Context: an optimization exercise on an open-source flow, tuned for small area, a short achievable clock period and few clock cycles. The choices shown serve that exercise and are no tape-out recipe.
Function not checked in this run: the RTL went through the layout flow alone.

==> design/flow/design.v <==
module sc_tadd #(
    parameter N = 18
) (
    input  [2*N-1:0] a,
    input  [2*N-1:0] b,
    input  [1:0]     ci,
    output [2*N-1:0] s,
    output [1:0]     co
);
    wire [1:0] c [0:N];
    assign c[0] = ci;
    genvar k;
    generate
        for (k = 0; k < N; k = k + 1) begin : g_fa
            wire [2:0] t = {a[2*k+1], a[2*k+1:2*k]} + {b[2*k+1], b[2*k+1:2*k]} + {c[k][1], c[k]};
            reg  [1:0] sum, car;
            always @(*) begin
                case (t)
                    3'b010:  begin sum = 2'b11; car = 2'b01; end   
                    3'b011:  begin sum = 2'b00; car = 2'b01; end   
                    3'b110:  begin sum = 2'b01; car = 2'b11; end   
                    3'b101:  begin sum = 2'b00; car = 2'b11; end   
                    default: begin sum = t[1:0]; car = 2'b00; end  
                endcase
            end
            assign s[2*k+1:2*k] = sum;
            assign c[k+1] = car;
        end
    endgenerate
    assign co = c[N];
endmodule
module setun_core (
    input             clk,
    input             rst,
    input             start,
    input      [15:0] fuel,
    output reg        done,
    output reg [2:0]  status,
    output     [9:0]  reg_c,
    output     [9:0]  reg_f,
    output     [1:0]  reg_w,
    output     [35:0] reg_s,
    output     [35:0] reg_r,
    output reg        fram_en,
    output reg        fram_we,
    output reg        fram_page,
    output reg [6:0]  fram_row,
    output reg [17:0] fram_wdata,
    input      [17:0] fram_rdata,
    output reg        drum_en,
    output reg        drum_we,
    output reg [5:0]  drum_zone,
    output reg [5:0]  drum_row,
    output reg [17:0] drum_wdata,
    input      [17:0] drum_rdata
);
    localparam [1:0] TZ = 2'b00, TP = 2'b01, TN = 2'b11;
    localparam [2:0] ST_NONE = 3'd0, ST_DONE = 3'd1, ST_OVER = 3'd2, ST_ERROR = 3'd3,
                     ST_REFUSED = 3'd4, ST_FUEL = 3'd5;
    localparam [5:0] OP_LDS = {TP, TZ, TZ}, OP_ADD = {TP, TZ, TP}, OP_SUB = {TP, TZ, TN},
                     OP_XOR = {TP, TN, TZ}, OP_LDR = {TP, TN, TP}, OP_HLT = {TP, TN, TN},
                     OP_MUL = {TP, TP, TZ}, OP_MULA = {TP, TP, TP}, OP_MULB = {TP, TP, TN},
                     OP_BZ  = {TZ, TP, TZ}, OP_BP = {TZ, TP, TP}, OP_BN = {TZ, TP, TN},
                     OP_JMP = {TZ, TZ, TZ}, OP_STC = {TZ, TZ, TP}, OP_STF = {TZ, TZ, TN},
                     OP_LDF = {TZ, TN, TZ}, OP_LFC = {TZ, TN, TP}, OP_ADF = {TZ, TN, TN},
                     OP_SHF = {TN, TP, TZ}, OP_STS = {TN, TP, TP}, OP_NRM = {TN, TP, TN},
                     OP_F2D = {TN, TZ, TP}, OP_D2F = {TN, TZ, TN}, OP_IO = {TN, TZ, TZ};
    localparam [3:0] S_IDLE = 4'd0, S_FETCH = 4'd1, S_DEC = 4'd2, S_OP1 = 4'd3,
                     S_OP2 = 4'd4, S_RECV = 4'd5, S_EXEC = 4'd6, S_MUL = 4'd7,
                     S_SHF0 = 4'd8, S_SHF = 4'd9, S_NRM = 4'd10, S_XFER = 4'd11,
                     S_DONE = 4'd12;
    function [1:0] tneg(input [1:0] t);
        tneg = {t[0] & ~t[1], t[0]};
    endfunction
    function [35:0] wneg18(input [35:0] w);
        integer k;
        begin
            for (k = 0; k < 18; k = k + 1)
                wneg18[2*k+1 -: 2] = tneg(w[2*k+1 -: 2]);
        end
    endfunction
    function [9:0] wneg5(input [9:0] w);
        integer k;
        begin
            for (k = 0; k < 5; k = k + 1)
                wneg5[2*k+1 -: 2] = tneg(w[2*k+1 -: 2]);
        end
    endfunction
    function [1:0] wsgn18(input [35:0] w);
        integer k;
        begin
            wsgn18 = TZ;
            for (k = 0; k < 18; k = k + 1)
                if (w[2*k]) wsgn18 = w[2*k+1 -: 2];
        end
    endfunction
    function [1:0] wsgn5(input [9:0] w);
        integer k;
        begin
            wsgn5 = TZ;
            for (k = 0; k < 5; k = k + 1)
                if (w[2*k]) wsgn5 = w[2*k+1 -: 2];
        end
    endfunction
    function [1:0] txor(input [1:0] a, input [1:0] b);
        reg [2:0] t;
        begin
            t = {a[1], a} + {b[1], b};
            if (t == 3'b000) txor = TZ;
            else if (t[2]) txor = TP;
            else txor = TN;
        end
    endfunction
    function signed [7:0] tval(input [1:0] t);
        tval = {{6{t[1]}}, t};
    endfunction
    function [6:0] frow(input [9:0] a);
        reg signed [7:0] v;
        begin
            v = 8'sd40 + 8'sd27 * tval(a[9:8]) + 8'sd9 * tval(a[7:6])
                + 8'sd3 * tval(a[5:4]) + tval(a[3:2]);
            frow = v[6:0];
        end
    endfunction
    function [7:0] negsmall(input [4:0] m);
        case (m)
            5'd1:    negsmall = {TZ, TZ, TZ, TN};
            5'd2:    negsmall = {TZ, TZ, TN, TP};
            5'd3:    negsmall = {TZ, TZ, TN, TZ};
            5'd4:    negsmall = {TZ, TZ, TN, TN};
            5'd5:    negsmall = {TZ, TN, TP, TP};
            5'd6:    negsmall = {TZ, TN, TP, TZ};
            5'd7:    negsmall = {TZ, TN, TP, TN};
            5'd8:    negsmall = {TZ, TN, TZ, TP};
            5'd9:    negsmall = {TZ, TN, TZ, TZ};
            5'd10:   negsmall = {TZ, TN, TZ, TN};
            5'd11:   negsmall = {TZ, TN, TN, TP};
            5'd12:   negsmall = {TZ, TN, TN, TZ};
            5'd13:   negsmall = {TZ, TN, TN, TN};
            5'd14:   negsmall = {TN, TP, TP, TP};
            5'd15:   negsmall = {TN, TP, TP, TZ};
            5'd16:   negsmall = {TN, TP, TP, TN};
            default: negsmall = {TZ, TZ, TZ, TZ};
        endcase
    endfunction
    reg [3:0]  state;
    reg [9:0]  pc;            
    reg [9:0]  cex;           
    reg [9:0]  f_reg;         
    reg [1:0]  w_reg;         
    reg [35:0] s_reg;         
    reg [35:0] r_reg;         
    reg [15:0] fuel_left;
    reg [5:0]  op;            
    reg [9:0]  ea;            
    reg        m_long;        
    reg        ex;            
    reg [35:0] m_reg;         
    reg [35:0] acc;           
    reg [4:0]  cnt;           
    reg        dir;           
    reg        npos;          
    reg [5:0]  xi;            
    reg [17:0] xd;            
    assign reg_c = pc;
    assign reg_f = f_reg;
    assign reg_w = w_reg;
    assign reg_s = s_reg;
    assign reg_r = r_reg;
    wire [9:0] na1, na2;
    wire [1:0] na1_co, na2_co;
    sc_tadd #(.N(5)) u_na1 (.a(pc),  .b(10'd0), .ci(TP), .s(na1), .co(na1_co));
    sc_tadd #(.N(5)) u_na2 (.a(na1), .b(10'd0), .ci(TP), .s(na2), .co(na2_co));
    wire [9:0] pc_next = (na1[1:0] == TN) ? na2 : na1;
    wire [35:0] mraw = m_long ? m_reg : {18'd0, m_reg[35:18]};
    wire [9:0]  m5   = mraw[9:0];
    wire is_mul  = (op == OP_MUL);
    wire is_mula = (op == OP_MULA);
    wire is_mulb = (op == OP_MULB);
    wire is_mulx = is_mul | is_mula | is_mulb;
    wire [35:0] add_a = is_mulb ? m_reg : is_mul ? 36'd0 : s_reg;
    wire [35:0] add_b = (op == OP_ADD) ? m_reg : (op == OP_SUB) ? wneg18(m_reg) : {acc[35:18], 18'd0};
    wire [35:0] add_sum;
    wire [1:0]  add_co;
    sc_tadd #(.N(18)) u_add (.a(add_a), .b(add_b), .ci(TZ), .s(add_sum), .co(add_co));
    wire add_ovf = (add_co != TZ);
    reg [35:0] xor_res;
    integer j;
    always @(*) begin
        for (j = 0; j < 18; j = j + 1)
            xor_res[2*j+1 -: 2] = txor(m_reg[2*j+1 -: 2], s_reg[2*j+1 -: 2]);
    end
    wire [9:0] fa_sum;
    wire [1:0] fa_co;
    sc_tadd #(.N(5)) u_fa (.a(op == OP_LFC ? cex : f_reg), .b(m5), .ci(TZ), .s(fa_sum), .co(fa_co));
    reg        e_sw, e_rw, e_fw, e_ww;    
    reg [35:0] e_s, e_r;
    reg [9:0]  e_f;
    reg [1:0]  e_w;
    reg        e_stop;
    reg [2:0]  e_status;
    always @(*) begin
        e_sw = 1'b0; e_rw = 1'b0; e_fw = 1'b0; e_ww = 1'b0;
        e_s = add_sum; e_r = m_reg; e_f = fa_sum; e_w = wsgn18(add_sum);
        e_stop = 1'b0; e_status = ST_OVER;
        case (op)
            OP_LDS: begin e_sw = 1'b1; e_s = m_reg; e_ww = 1'b1; e_w = wsgn18(m_reg); end
            OP_ADD, OP_SUB, OP_MULA, OP_MULB: begin
                e_sw = 1'b1;
                if (add_ovf) e_stop = 1'b1;
                else e_ww = 1'b1;
            end
            OP_MUL: begin e_sw = 1'b1; e_ww = 1'b1; end
            OP_XOR: begin e_sw = 1'b1; e_s = xor_res; e_ww = 1'b1; e_w = wsgn18(xor_res); end
            OP_LDR: begin e_rw = 1'b1; end
            OP_HLT: begin e_rw = 1'b1; e_stop = 1'b1; e_status = ST_DONE; end
            OP_LDF: begin e_fw = 1'b1; e_f = m5; e_ww = 1'b1; e_w = wsgn5(m5); end
            OP_LFC, OP_ADF: begin e_fw = 1'b1; e_ww = 1'b1; e_w = wsgn5(fa_sum); end
            OP_SHF: begin e_ww = 1'b1; e_w = wsgn18(s_reg); end
            default: begin end
        endcase
    end
    wire [9:0] f_fwd = (ex && e_fw) ? e_f : f_reg;
    wire [1:0] w_fwd = (ex && e_ww) ? e_w : w_reg;
    wire [17:0] kw   = fram_rdata;
    wire [5:0]  kop  = kw[7:2];
    wire [1:0]  kmod = kw[1:0];
    wire [9:0]  ct_sum;
    wire [1:0]  ct_co;
    sc_tadd #(.N(5)) u_ct (.a(kw[17:8]), .b(kmod == TN ? wneg5(f_fwd) : f_fwd), .ci(TZ),
                           .s(ct_sum), .co(ct_co));
    wire [9:0] k_ea = (kmod == TZ) ? kw[17:8] : ct_sum;
    wire       k_refuse = (k_ea == {TP, TP, TP, TP, TN});    
    wire k_ld = (kop == OP_LDS) || (kop == OP_ADD) || (kop == OP_SUB) || (kop == OP_XOR) ||
                (kop == OP_LDR) || (kop == OP_HLT) || (kop == OP_MUL) || (kop == OP_MULA) ||
                (kop == OP_MULB) || (kop == OP_LDF) || (kop == OP_LFC) || (kop == OP_ADF) ||
                (kop == OP_SHF);
    wire k_st = (kop == OP_STC) || (kop == OP_STF) || (kop == OP_STS) || (kop == OP_NRM);
    wire k_br = (kop == OP_JMP) || (kop == OP_BZ) || (kop == OP_BP) || (kop == OP_BN) ||
                (kop == OP_IO);
    wire k_taken = (kop == OP_JMP) || (kop == OP_BZ && w_fwd == TZ) ||
                   (kop == OP_BP && w_fwd == TP) || (kop == OP_BN && w_fwd == TN);
    wire k_xf = (kop == OP_F2D) || (kop == OP_D2F);
    wire [6:0] ea_row  = frow(ea);
    wire       ea_page = (ea[1:0] == TP);
    wire       st_nrm  = (op == OP_NRM);
    reg [35:0] st_val;
    always @(*) begin
        case (op)
            OP_STC:  st_val = {26'd0, cex};
            OP_STF:  st_val = {26'd0, f_reg};
            default: st_val = s_reg;             
        endcase
    end
    wire [35:0] nrm_n = npos ? {34'd0, TP} : {28'd0, negsmall(cnt)};
    wire [35:0] mc = is_mulb ? s_reg : m_reg;
    wire [1:0]  mt = r_reg[1:0];
    wire [35:0] mul_addend = (mt == TP) ? mc : (mt == TN) ? wneg18(mc) : 36'd0;
    wire [35:0] mul_sum;
    wire [1:0]  mul_co;
    sc_tadd #(.N(18)) u_mul (.a(acc), .b(mul_addend), .ci(TZ), .s(mul_sum), .co(mul_co));
    wire        shf_hi0 = (mraw[35:8] == 28'd0);
    wire signed [7:0] shf_lo = 8'sd27 * tval(mraw[7:6]) + 8'sd9 * tval(mraw[5:4])
                             + 8'sd3 * tval(mraw[3:2]) + tval(mraw[1:0]);
    wire        shf_big = !shf_hi0 || shf_lo >= 8'sd18 || shf_lo <= -8'sd18;
    wire [7:0]  shf_abs = shf_lo[7] ? -shf_lo : shf_lo;
    wire       x_f2d  = (op == OP_F2D);
    wire [5:0] x_fidx = x_f2d ? xi : xi - 6'd2;       
    wire [5:0] x_didx = x_f2d ? xi - 6'd2 : xi;       
    wire [6:0] x_base = (ea[9:8] == TN) ? 7'd0 : (ea[9:8] == TZ) ? 7'd27 : 7'd54;
    wire [6:0] x_row  = x_base + {2'b00, x_fidx[5:1]};
    wire signed [7:0] zone_v = 8'sd27 * tval(ea[7:6]) + 8'sd9 * tval(ea[5:4])
                             + 8'sd3 * tval(ea[3:2]) + tval(ea[1:0]) - 8'sd1;
    wire [5:0] ea_zone = zone_v < 0 ? 6'd0 : (zone_v > 35 ? 6'd35 : zone_v[5:0]);
    wire       x_rd = (xi <= 6'd53);
    wire       x_wr = (xi >= 6'd2);
    reg fetch_req;      
    always @(*) begin
        case (state)
            S_FETCH: fetch_req = 1'b1;
            S_RECV:  fetch_req = !is_mulx && (op != OP_SHF);
            S_MUL:   fetch_req = (cnt == 5'd1);
            S_SHF0:  fetch_req = shf_big || shf_abs == 8'd0;
            S_SHF:   fetch_req = (cnt == 5'd1);
            S_XFER:  fetch_req = x_f2d && xi == 6'd55;
            default: fetch_req = 1'b0;
        endcase
    end
    wire fetch_ok = (fuel_left != 16'd0) && (pc[1:0] != TN);
    wire fetch_go = fetch_req && fetch_ok;
    always @(*) begin
        fram_en    = 1'b0;
        fram_we    = 1'b0;
        fram_page  = ea_page;
        fram_row   = ea_row;
        fram_wdata = m_long ? st_val[35:18] : st_val[17:0];
        drum_en    = 1'b0;
        drum_we    = 1'b0;
        drum_zone  = ea_zone;
        drum_row   = x_didx;
        drum_wdata = xd;
        if (fetch_go) begin
            fram_en   = 1'b1;
            fram_page = (pc[1:0] == TP);
            fram_row  = frow(pc);
        end
        case (state)
            S_OP1: begin
                fram_en = 1'b1;
                fram_we = !(k_ldop(op));
            end
            S_OP2: begin
                fram_en    = 1'b1;
                fram_we    = !(k_ldop(op));
                fram_page  = 1'b0;
                fram_row   = ea_row + 7'd1;
                fram_wdata = st_val[17:0];
            end
            S_XFER: begin
                if (x_f2d) begin
                    if (x_rd) begin
                        fram_en   = 1'b1;
                        fram_page = x_fidx[0];
                        fram_row  = x_row;
                    end
                    drum_en = x_wr;
                    drum_we = 1'b1;
                end else begin
                    drum_en = x_rd;
                    if (x_wr) begin
                        fram_en    = 1'b1;
                        fram_we    = 1'b1;
                        fram_page  = x_fidx[0];
                        fram_row   = x_row;
                        fram_wdata = xd;
                    end
                end
            end
            default: begin end
        endcase
    end
    function k_ldop(input [5:0] o);
        k_ldop = (o == OP_LDS) || (o == OP_ADD) || (o == OP_SUB) || (o == OP_XOR) ||
                 (o == OP_LDR) || (o == OP_HLT) || (o == OP_MUL) || (o == OP_MULA) ||
                 (o == OP_MULB) || (o == OP_LDF) || (o == OP_LFC) || (o == OP_ADF) ||
                 (o == OP_SHF);
    endfunction
    task stop(input [2:0] st);
        begin
            status <= st;
            done   <= 1'b1;
            state  <= S_DONE;
        end
    endtask
    task after_fetch;
        begin
            ex <= 1'b1;
            if (fetch_ok) state <= S_DEC;
            else state <= S_EXEC;
        end
    endtask
    always @(posedge clk) begin
        if (rst) begin
            state     <= S_IDLE;
            done      <= 1'b0;
            status    <= ST_NONE;
            pc        <= 10'd0;
            f_reg     <= 10'd0;
            w_reg     <= TZ;
            s_reg     <= 36'd0;
            r_reg     <= 36'd0;
            fuel_left <= 16'd0;
            ex        <= 1'b0;
        end else begin
            case (state)
                S_IDLE: begin
                    if (start) begin
                        fuel_left <= fuel;
                        state     <= S_FETCH;
                    end
                end
                S_FETCH: begin
                    ex <= 1'b0;
                    if (fuel_left == 16'd0) stop(ST_FUEL);
                    else if (pc[1:0] == TN) stop(ST_REFUSED);
                    else state <= S_DEC;
                end
                S_EXEC, S_DEC: begin
                    if (ex) begin
                        if (e_sw) s_reg <= e_s;
                        if (e_rw) r_reg <= e_r;
                        if (e_fw) f_reg <= e_f;
                        if (e_ww) w_reg <= e_w;
                    end
                    ex <= 1'b0;
                    if (ex && e_stop) begin
                        pc <= cex;
                        stop(e_status);
                    end else if (state == S_EXEC) begin
                        state <= S_FETCH;
                    end else begin
                        op     <= kop;
                        ea     <= k_ea;
                        m_long <= (k_ea[1:0] == TN);
                        cex    <= pc;
                        if (k_br) begin
                            pc        <= k_taken ? k_ea : pc_next;
                            fuel_left <= fuel_left - 16'd1;
                            state     <= S_FETCH;
                        end else if (k_xf) begin
                            pc        <= pc_next;
                            fuel_left <= fuel_left - 16'd1;
                            xi        <= 6'd0;
                            state     <= S_XFER;
                        end else if (k_ld || k_st) begin
                            if (k_refuse) begin
                                stop(ST_REFUSED);
                            end else begin
                                pc        <= pc_next;
                                fuel_left <= fuel_left - 16'd1;
                                cnt       <= 5'd0;
                                npos      <= 1'b0;
                                state     <= (kop == OP_NRM) ? S_NRM : S_OP1;
                            end
                        end else begin
                            stop(ST_ERROR);
                        end
                    end
                end
                S_NRM: begin
                    if (cnt == 5'd0 && s_reg[35:34] != TZ) begin
                        s_reg <= {2'b00, s_reg[35:2]};
                        npos  <= 1'b1;
                        state <= S_OP1;
                    end else if (s_reg[33:32] != TZ || s_reg == 36'd0) begin
                        state <= S_OP1;
                    end else begin
                        s_reg <= {s_reg[33:0], 2'b00};
                        cnt   <= cnt + 5'd1;
                    end
                end
                S_OP1: begin
                    if (k_ldop(op)) begin
                        state <= m_long ? S_OP2 : S_RECV;
                    end else begin
                        if (!m_long) store_done();
                        else state <= S_OP2;
                    end
                end
                S_OP2: begin
                    if (k_ldop(op)) begin
                        m_reg[35:18] <= fram_rdata;
                        state <= S_RECV;
                    end else begin
                        store_done();
                    end
                end
                S_RECV: begin
                    if (m_long) m_reg[17:0] <= fram_rdata;
                    else m_reg <= {fram_rdata, 18'd0};
                    if (is_mulx) begin
                        acc <= 36'd0;
                        if (is_mul) begin
                            r_reg <= {18'd0, s_reg[35:18]};
                            cnt   <= 5'd9;
                        end else if (r_reg[17:0] == 18'd0) begin
                            r_reg <= {r_reg[17:0], r_reg[35:18]};
                            cnt   <= 5'd9;
                        end else begin
                            cnt   <= 5'd18;
                        end
                        state <= S_MUL;
                    end else if (op == OP_SHF) begin
                        state <= S_SHF0;
                    end else begin
                        after_fetch();
                    end
                end
                S_MUL: begin
                    acc   <= {mul_co, mul_sum[35:2]};
                    r_reg <= {r_reg[1:0], r_reg[35:2]};
                    cnt   <= cnt - 5'd1;
                    if (cnt == 5'd1) after_fetch();
                end
                S_SHF0: begin
                    cnt <= shf_abs[4:0];
                    dir <= shf_lo[7];
                    if (shf_big) begin
                        s_reg <= 36'd0;
                        after_fetch();
                    end else if (shf_abs == 8'd0) begin
                        after_fetch();
                    end else begin
                        state <= S_SHF;
                    end
                end
                S_SHF: begin
                    s_reg <= dir ? {s_reg[33:0], 2'b00} : {2'b00, s_reg[35:2]};
                    cnt   <= cnt - 5'd1;
                    if (cnt == 5'd1) after_fetch();
                end
                S_XFER: begin
                    xd <= x_f2d ? fram_rdata : drum_rdata;
                    xi <= xi + 6'd1;
                    if (xi == 6'd55) begin
                        if (x_f2d) begin
                            ex <= 1'b0;
                            state <= fetch_ok ? S_DEC : S_FETCH;
                        end else begin
                            state <= S_FETCH;
                        end
                    end
                end
                default: begin   
                end
            endcase
        end
    end
    task store_done;
        begin
            case (op)
                OP_STF: w_reg <= wsgn5(f_reg);
                OP_STS: w_reg <= wsgn18(s_reg);
                OP_NRM: begin
                    s_reg <= nrm_n;
                    w_reg <= npos ? TP : (cnt == 5'd0 ? TZ : TN);
                end
                default: begin end
            endcase
            state <= S_FETCH;
        end
    endtask
endmodule
==> design/flow/run.sh <==
#!/bin/bash
# synth_recipe.tcl (not shown) runs the flow's synth.tcl, then flattens the netlist and writes it again
# the make line also repeats each setting of config.mk as NAME=value (left out here)
make -C /OpenROAD-flow-scripts/flow DESIGN_CONFIG=/design/flow/config.mk WORK_HOME=/design/flow/orfs CLKGATE_MAP_FILE= SYNTH_SCRIPT=/design/flow/synth_recipe.tcl finish
==> design/flow/config.mk <==
export PLATFORM = sky130hd
export DESIGN_NAME = setun_core
export DESIGN_NICKNAME = setun_core
export VERILOG_FILES = /design/flow/design.v
export SDC_FILE = /design/flow/constraint.sdc
export NUM_CORES = 4
export LEC_CHECK = 0
export CAP_MARGIN = 20
export CORE_MARGIN = 2
export CORE_UTILIZATION = 40
export PLACE_DENSITY = 0.6
export SLEW_MARGIN = 20
==> design/flow/constraint.sdc <==
create_clock -name core_clock -period 55.0 [get_ports {clk}]
set_input_delay 11.0000 -clock core_clock [delete_from_list [all_inputs] [get_ports {clk}]]
set_output_delay 11.0000 -clock core_clock [all_outputs]
set_load 0.01 [all_outputs]
==> metrics.md <==
| Metric | Value |
|---|---|
| I/O pin cnt | `213` |
| # clock sinks | `256` |
| Delay-heaviest family, CP | `adder cells` |
| Overall Global Routing Usage | `0.290` |
| CTS buffer count | `34` |
| Routability congestion estimate | `1.01` |
| Largest net degree at the start of global routing | `78` |
| Tightest Pin Transition | `1160 ps` |
| WP buf/inv | `18` |
| Clk_skew | `37.3 ps` |
| Syn_area_per_cell | `8.28 sq um` |
| Cts hold-fix bufs | `0` |
| Critical Path Start Type | `flop` |
| Most frequent CP cell | `ha_1` |
| Finish-stage setup viols | `0` |
| Met1 usage | `0.398` |
| First-pass GRT wire length | `171 mm` |
| DR vias/cell | `5.96` |
| Final setup TNS | `0 ps` |
| Most frequent cells after synthesis | `nand2_1, inv_1, nor2_1` |
| Count leader, synth | `nand2_1` |
| Maximum clock path buffer count | `3` |
| Synth top area cells | `edfxtp_1, fa_1, dfxtp_1` |
| FF+latch count, synth | `256` |
| CP max stage cell | `edfxtp_1` |
| DRC errors left | `0` |
| Drt wl/cell | `24.1 um` |
| DP HPWL | `86.4 mm` |
| CTS tree | `built` |
| Grt ovf | `0` |
| Syn-to-layout area delta | `15.0%` |
| Detail Route Antenna Nets | `0` |
| HP Class | `flop to flop` |
| Max Freq | `33.1 MHz` |
| Fraction of layout cells with a size suffix above 1 | `0.0688` |
| Routed WL | `114 mm` |
| Outcome | `finished clean` |
| Share of the synthesized area in the top cell type | `0.130` |
| Syn_nets | `4,057` |
| Arrival @ worst endpoint | `30,760 ps` |
| Die X | `278 um` |
| First drt pass iteration count | `5` |
| Worst slew margin | `0.227` |
| CP Capture Type | `flop` |
| Slew Limit Fails | `0` |
| Clock Pin Slew Worst Setup and Hold Paths | `60 ps` |
| Die ar. | `77,500 sq um` |
| Final setup margin | `24,750 ps` |
| Cell Area, Synth | `30,100 sq um` |
| Tcrit/Tclk final | `0.550` |
| Crit-path max cell delay | `840 ps` |
| Cell type with the largest total area after synthesis | `edfxtp_1` |
| Critical Path RT | `55,510 ps` |
| Hold Vio Cnt, Final | `0` |
| Ys flop type | `edfxtp_1` |
| Clock Latency Late Sink | `590 ps` |
| Initial Util | `0.404` |
| RSZ-0062 raised after global routing | `false` |
| H-tree depth | `2` |
| GRT met2 Usage | `0.442` |
| Synth warnings | `3` |
| Setup bufs post-CTS | `0` |
| Crit path time final | `30,250 ps` |
| Final nets | `4,174` |
| Critical path type | `flop to flop` |
| Vias in the first global route | `27,000` |
| Max-cap violations | `0` |
| Dpl ws | `24,610 ps` |
| GRT busiest layer | `met2` |
| Root buffer cell | `clkbuf_16` |
| Asr flop ratio synth | `0` |
| Syn Inst Count | `3,636` |
| Rows | `100` |
| Post-synth EDFFs | `130` |
| Die height | `278 um` |
| Met3 Use GR | `0.0668` |
| Critical path peak fanout | `39` |
| Sequential-to-total area share from yosys stat | `0.213` |
| DR iter-0 viols | `3,046` |
| PortBufs | `212` |
| Vias after detailed routing | `28,300` |
| Resized Gates After CTS | `0` |
| Core Region | `74,400 sq um` |
| R2R setup slack | `24,750 ps` |
| Netlist cell types | `108` |
| Initial antenna violation count | `4` |
-- cells in the final DEF, fill, tap and decap left out, types with 44 or more instances in the layout --
cell type / synthesis / routed
o21ai_0: 176 / 176
a22oi_1: 77 / 77
nor3_1: 53 / 45
inv_1: 293 / 293
a21oi_1: 241 / 241
o211ai_1: 88 / 88
nand3_1: 70 / 69
nand2_1: 461 / 461
fa_1: 191 / 191
nand2b_1: 48 / 48
buf_4: 5 / 103
dfxtp_1: 126 / 125
mux2i_1: 86 / 86
clkdlybuf4s50_1: 0 / 211
nor2b_1: 68 / 68
a211oi_1: 44 / 44
ha_1: 175 / 175
xnor2_1: 163 / 163
nor2_1: 277 / 271
xor2_1: 71 / 71
edfxtp_1: 130 / 130
-- routing by layer --
layer / vias up / routed length (um)
met5: - / 74
met4: 4 / 4490
met3: 254 / 12000
met2: 1416 / 49900
met1: 13700 / 47900
li1: 13000 / -
-- worst register-to-register path: cells and delay by family, from the launching register on --
family          cells  cell delay [ps]
fa+ha+maj          37            12710
flops               1              840
buf+inv            18             1480
xor+xnor           28             7650
mux                 1              550
simple gates       21             4200
compound gates     10             2700
-- stage by stage --
stage	cell area [sq um]	hold WS, ps	cells	util
after floorplan	30100	460	3636	-
after global placement	33400	461	4685	0.448
after detailed placement	33400	472	4685	0.448
after CTS	34600	486	4747	0.465
after global routing	34600	509	4748	0.465
final	34600	478	4752	0.465
-- worst paths after layout --
path,depth (start not counted),from,end
max reg2reg,115,op[1]$_DFFE_PP_,flop
min reg2reg,2,done$_SDFFE_PP0P_,done$_SDFFE_PP0P_
max,115,op[1]$_DFFE_PP_,flop
min,2,done$_SDFFE_PP0P_,done$_SDFFE_PP0P_
-- logic make-up after synthesis --
group	synth area share
simple gates	0.190
compound gates	0.195
buf+inv	0.0676
fa+ha+maj	0.200
xor+xnor	0.0905
flops	0.213
mux	0.0437
-- cell type report --
| class | count | area [sq um] |
|---|---|---|
| Antenna cell | 4 | 10.0 |
| Clock buffer | 41 | 927 |
| Clock inverter | 21 | 285 |
| Fill cell | 7327 | 39800 |
| Inverter | 296 | 1110 |
| Multi-Input combinational cell | 2850 | 21700 |
| Sequential cell | 256 | 6430 |
| Tap cell | 969 | 1210 |
| Timing Repair Buffer | 315 | 2900 |

-- separate check: timing with driven ports --
How much do the figures lean on ideal ports? The routed layout below was timed once more, with nothing changed but the port constraints.
Step 1, drivers: a clkbuf_16 drives clk and a buf_2 each remaining input, both assumed.
Step 2 times the ports against the registers' clock, not the clock port: input delays grow and output delays shrink by t, the midpoint of the rising clock arrivals with the driver on.
Three values: ideal, step 1, step 2; two values: the first two.
t, ns: 0.641
slack for setup (ns): 24.750 / 24.750 / 24.750
worst setup path after step 2: register to register
clock arrival spread, ns: 0.038 / 0.037
pins driven straight from the clock port: 1
After both steps setup and hold are still met in this run. The setup slack of this run moves by 0.000 ns with the drivers and by 0.000 ns with both steps.
